Background: an optimization exercise with open tools, aiming at small area, a short achievable clock period and few clock cycles. Do not read the settings as production practice.
RTL that was checked went through simulation tests only; none was proved equivalent to the original.
No activity file was given, so power comes from the tool's default toggle rates.

## frame_codec
module frame_codec (
    input  wire       clk,
    input  wire       rst,
    input  wire       enc_valid,
    input  wire [7:0] enc_data,
    output wire       enc_ready,
    output wire       tx_valid,
    output wire [7:0] tx_data,
    output wire       tx_last,
    input  wire       tx_ready,
    input  wire       rx_valid,
    input  wire [7:0] rx_data,
    input  wire       rx_last,
    output wire       rx_ready,
    output wire       body_valid,
    output wire [7:0] body_data,
    input  wire       body_ready,
    output wire       res_valid,
    output wire [2:0] res_cause,
    input  wire       res_ready
);
    frame_encoder u_enc (
        .clk(clk), .rst(rst),
        .in_valid(enc_valid), .in_data(enc_data), .in_ready(enc_ready),
        .tx_valid(tx_valid), .tx_data(tx_data), .tx_last(tx_last),
        .tx_ready(tx_ready)
    );
    frame_decoder u_dec (
        .clk(clk), .rst(rst),
        .rx_valid(rx_valid), .rx_data(rx_data), .rx_last(rx_last),
  ...
Size in the first run: ~650 cells after synthesis, about 110 flip-flops, about 49 I/O pins, roughly 5400 sq um of cells after synthesis.
clock: 4.0 ns
lec_check: 0
abc_area: 1
abc_clock_period_in_ps: 2000
cap_margin: 20
core_margin: 2
core_utilization: 40
setup_slack_margin: 2.1
slew_margin: 20
buffer_ports_args: -buffer_cell sky130_fd_sc_hd__buf_1
cts_args: -sink_clustering_enable -repair_clock_nets -buf_list sky130_fd_sc_hd__clkbuf_8 -dont_use_dummy_load -sink_clustering_size 40 -sink_clustering_max_diameter 200
standard.sh (not shown) runs the stock make flow with config.mk's settings and CLKGATE_MAP_FILE= SYNTH_SCRIPT=/design/flow/synth_recipe.tcl, a recipe that flattens the netlist after the stock synthesis.
==> flow/flow/run.sh <==
#!/bin/bash
# Standard ORFS layout with small port buffers and no CTS dummy loads.
set -euo pipefail
cat >> config.mk <<'CFG'
export BUFFER_PORTS_ARGS = -buffer_cell sky130_fd_sc_hd__buf_1
export CTS_ARGS = -sink_clustering_enable -repair_clock_nets -buf_list sky130_fd_sc_hd__clkbuf_8 -dont_use_dummy_load -sink_clustering_size 40 -sink_clustering_max_diameter 200
CFG
bash standard.sh > standard.log 2>&1
The baseline finished clean.
Testbench counts at the start, summed over its fixed seeds: cycles 4,443.
==> next run, changes <==
==> flow/flow/run.sh (replaced) <==
#!/bin/bash
# Standard ORFS layout with small port buffers and no CTS dummy loads.
set -euo pipefail
cat >> config.mk <<'CFG'
export BUFFER_PORTS_ARGS = -buffer_cell sky130_fd_sc_hd__buf_1
export CTS_ARGS = -sink_clustering_enable -repair_clock_nets -buf_list sky130_fd_sc_hd__clkbuf_8 -dont_use_dummy_load
CFG
bash standard.sh > standard.log 2>&1
Settings changed: ABC_AREA 1 to 0, CTS_ARGS -sink_clustering_enable -repair_clock_nets -buf_list sky130_fd_sc_hd__clkbuf_8 -dont_use_dummy_load -sink_clustering_size 40 -sink_clustering_max_diameter 200 to -sink_clustering_enable -repair_clock_nets -buf_list sky130_fd_sc_hd__clkbuf_8 -dont_use_dummy_load.
The new run passed the timing, design-rule and antenna checks; cell count went down by 8.4%; flip-flop and latch count does not change; clock-buffer cell count does not change; total power went up by 45%; sequential power went up by about 25%; design area went up by 11%; clock power stays flat; setup slack got worse by 0.27 ns; area after synthesis went up by about 1.9%; via count went down by 2.8%.

* * *

## exp/tundra
frame_codec, a different RTL version from the one above (not shown whole).
For scale: ~590 cells after synthesis, ~83 flip-flops, roughly 49 I/O pins.
export LEC_CHECK = 0
export ABC_AREA = 1
export ABC_CLOCK_PERIOD_IN_PS = 2000
export CAP_MARGIN = 20
export CORE_MARGIN = 2
export CORE_UTILIZATION = 40
export CTS_BUF_LIST = sky130_fd_sc_hd__clkbuf_8
export SETUP_SLACK_MARGIN = 1.6
export SLEW_MARGIN = 20
export BUFFER_PORTS_ARGS = -buffer_cell sky130_fd_sc_hd__buf_1
export CTS_ARGS = -sink_clustering_enable -repair_clock_nets -buf_list sky130_fd_sc_hd__clkbuf_8 -dont_use_dummy_load
create_clock -name core_clock -period 4.0 [get_ports {clk}]
==> flow/flow/run.sh <==
#!/bin/bash
# Standard ORFS layout with small port buffers and no CTS dummy loads.
set -euo pipefail
cat >> config.mk <<'CFG'
export BUFFER_PORTS_ARGS = -buffer_cell sky130_fd_sc_hd__buf_1
export CTS_ARGS = -sink_clustering_enable -repair_clock_nets -buf_list sky130_fd_sc_hd__clkbuf_8 -dont_use_dummy_load
CFG
bash standard.sh > standard.log 2>&1
The final layout from exp/tundra, which completed every stage, passed the timing, design-rule and antenna checks at the end of the flow.
Input changes introduced in exp/juniper (baseline for comparison: exp/tundra):
Settings: BUFFER_PORTS_ARGS no longer set, was -buffer_cell sky130_fd_sc_hd__buf_1; CTS_ARGS no longer set, was -sink_clustering_enable -repair_clock_nets -buf_list sky130_fd_sc_hd__clkbuf_8 -dont_use_dummy_load; CTS_BUF_LIST no longer set, was sky130_fd_sc_hd__clkbuf_8.
==> flow/run.sh (new file) <==
#!/bin/bash
# synth_recipe.tcl (not shown) runs the flow's synth.tcl, then flattens the netlist and writes it again
# the make line also repeats each setting of config.mk as NAME=value (left out here)
make -C /OpenROAD-flow-scripts/flow DESIGN_CONFIG=/design/flow/config.mk WORK_HOME=/design/flow/orfs CLKGATE_MAP_FILE= SYNTH_SCRIPT=/design/flow/synth_recipe.tcl finish
removed: flow/flow/run.sh
removed: flow/standard.sh
==> comparison <==
exp/juniper went all the way through the flow, and no timing, DRC or antenna check failed. Post-cts sizing count sits higher in exp/juniper than in exp/tundra. Minimum clock period after layout delta for exp/juniper relative to exp/tundra: 32 ps higher. Max switching power across exp/tundra and exp/juniper: exp/juniper. exp/juniper ended up with a higher first-pass GRT wire length than exp/tundra did. exp/juniper against exp/tundra; highest clock frequency the design can meet is down slightly. Per the comparison of exp/juniper with exp/tundra, utilization rose 4.1 points; sequential share of layout area decreased 3.2 points; critical path depth shrank by 2; overall routed net length shows a reduction of 0.63%.
Changes in exp/indigo relative to exp/juniper:
Settings: CTS_BUF_LIST now sky130_fd_sc_hd__clkbuf_8, previously not set; CORE_UTILIZATION now 65, was 40.
## What came out
Per the comparison of exp/indigo with exp/juniper, proportion of total power due to net switching rose 0.88 points; via count rose by 4.0%; net count reported at finish comparable.
For exp/maple, these inputs were changed with respect to exp/indigo:
Settings: CORE_UTILIZATION now 40, was 65.
- Measured against exp/indigo, the reported clock group power of exp/maple comes out at 0.836 times the reference value.
- exp/maple reports a lower global-route track usage on met2 than exp/indigo does.
- exp/maple vs exp/indigo: final weighted congestion in routability-driven placement down in exp/maple
diff inputs: exp/maple => exp/sierra
Settings: an added BUFFER_PORTS_ARGS of -buffer_cell sky130_fd_sc_hd__buf_1; an added RECOVER_POWER of 100; an added CTS_ARGS of -sink_clustering_enable -repair_clock_nets -buf_list sky130_fd_sc_hd__clkbuf_8 -dont_use_dummy_load.
==> flow/flow/run.sh (new file) <==
#!/bin/bash
# Standard ORFS layout with small port buffers and no CTS dummy loads.
set -euo pipefail
cat >> config.mk <<'CFG'
export BUFFER_PORTS_ARGS = -buffer_cell sky130_fd_sc_hd__buf_1
export CTS_ARGS = -sink_clustering_enable -repair_clock_nets -buf_list sky130_fd_sc_hd__clkbuf_8 -dont_use_dummy_load
export RECOVER_POWER = 100
CFG
bash standard.sh > standard.log 2>&1
==> flow/standard.sh (new file) <==
#!/bin/bash
# synth_recipe.tcl (not shown) runs the flow's synth.tcl, then flattens the netlist and writes it again
# the make line also repeats each setting of config.mk as NAME=value (left out here)
make -C /OpenROAD-flow-scripts/flow DESIGN_CONFIG=/design/flow/config.mk WORK_HOME=/design/flow/orfs CLKGATE_MAP_FILE= SYNTH_SCRIPT=/design/flow/synth_recipe.tcl "${@:-finish}"
removed: flow/run.sh
## What came out
- Final design instance area without fill, exp/sierra and exp/maple: larger value in exp/maple
- Comparing exp/sierra and exp/maple, slew at the pin closest to its max-slew limit is lower on exp/maple.
- Of exp/sierra and exp/maple, the run reporting the higher portion of total power attributed to the clock network was exp/maple.
For exp/lagoon, these inputs were changed with respect to exp/sierra:
Settings: putting CTS_CLUSTER_SIZE at 40 where nothing was set; clearing RECOVER_POWER, which used to be 100; clearing CTS_ARGS, which used to be -sink_clustering_enable -repair_clock_nets -buf_list sky130_fd_sc_hd__clkbuf_8 -dont_use_dummy_load; putting CTS_CLUSTER_DIAMETER at 100 where nothing was set; clearing BUFFER_PORTS_ARGS, which used to be -buffer_cell sky130_fd_sc_hd__buf_1.
==> flow/run.sh (new file) <==
#!/bin/bash
# synth_recipe.tcl (not shown) runs the flow's synth.tcl, then flattens the netlist and writes it again
# the make line also repeats each setting of config.mk as NAME=value (left out here)
make -C /OpenROAD-flow-scripts/flow DESIGN_CONFIG=/design/flow/config.mk WORK_HOME=/design/flow/orfs CLKGATE_MAP_FILE= SYNTH_SCRIPT=/design/flow/synth_recipe.tcl finish
removed: flow/flow/run.sh
removed: flow/standard.sh
Findings:
Placed instance area, exp/lagoon vs exp/sierra: up by a few percent
Changes observed in exp/lagoon relative to exp/sierra: critical path depth -8, period utilization -14 points, data required time of the worst path -1100 ps, leakage power of the design +10%, clock skew -12 ps.
Compared with exp/sierra, in exp/lagoon number of levels in the clock H-tree stayed essentially flat; synthesized cell count stayed essentially flat; smallest setup slack after layout rose by 570 ps; insertion delay of the later-clocked pin in the worst-skew pair stayed essentially flat; layout overhead on the synthesized area rose by 9.7 points.
No run of this note included a check of the RTL's function; only the layout flow was run.

[port drivers added, routing unchanged]
How much do the figures lean on ideal ports? The routed layouts below were timed once more, with nothing changed but the port constraints. Step 1 (the two cells are an assumption about what drives the block):
set clk [get_ports {clk}]
set_driving_cell -lib_cell sky130_fd_sc_hd__clkbuf_16 $clk
set_driving_cell -lib_cell sky130_fd_sc_hd__buf_2 [delete_from_list [all_inputs] $clk]
Step 2, shift: input delay + t, output delay - t, t = (earliest + latest rising clock arrival at the registers) / 2. This alone moves slack from input paths to output paths. a / b / c = no drivers / after step 1 / after step 2; a / b = the first two.
run | t (ns) | setup slack, ns | worst setup path at the end | latest minus earliest clock arrival (ns) | worst data-port slew with drivers (ns)
the first run of note 1 | 0.406 | 2.154 / 2.166 / 1.760 | input to register | 0.023 / 0.023 | 0.03
the second run of note 1 | 0.413 | 1.881 / 1.863 / 1.450 | input to register | 0.017 / 0.017 | 0.07
exp/tundra | 0.398 | 1.689 / 1.667 / 1.387 | input to register | 0.024 / 0.024 | 0.03
exp/juniper | 0.374 | 1.657 / 1.633 / 1.358 | input to register | 0.008 / 0.008 | 0.03
exp/indigo | 0.396 | 1.641 / 1.619 / 1.300 | input to register | 0.006 / 0.006 | 0.04
exp/maple | 0.393 | 1.660 / 1.637 / 1.373 | input to register | 0.013 / 0.012 | 0.03
exp/sierra | 0.398 | 1.088 / 1.100 / 0.702 | input to register | 0.024 / 0.024 | 0.03
exp/lagoon | 0.393 | 1.660 / 1.637 / 1.373 | input to register | 0.013 / 0.012 | 0.03
After both steps every run listed still meets setup and hold. The setup slack of the second run of note 1, which loses most, moves by -0.018 ns with the drivers and by -0.431 ns with both steps.
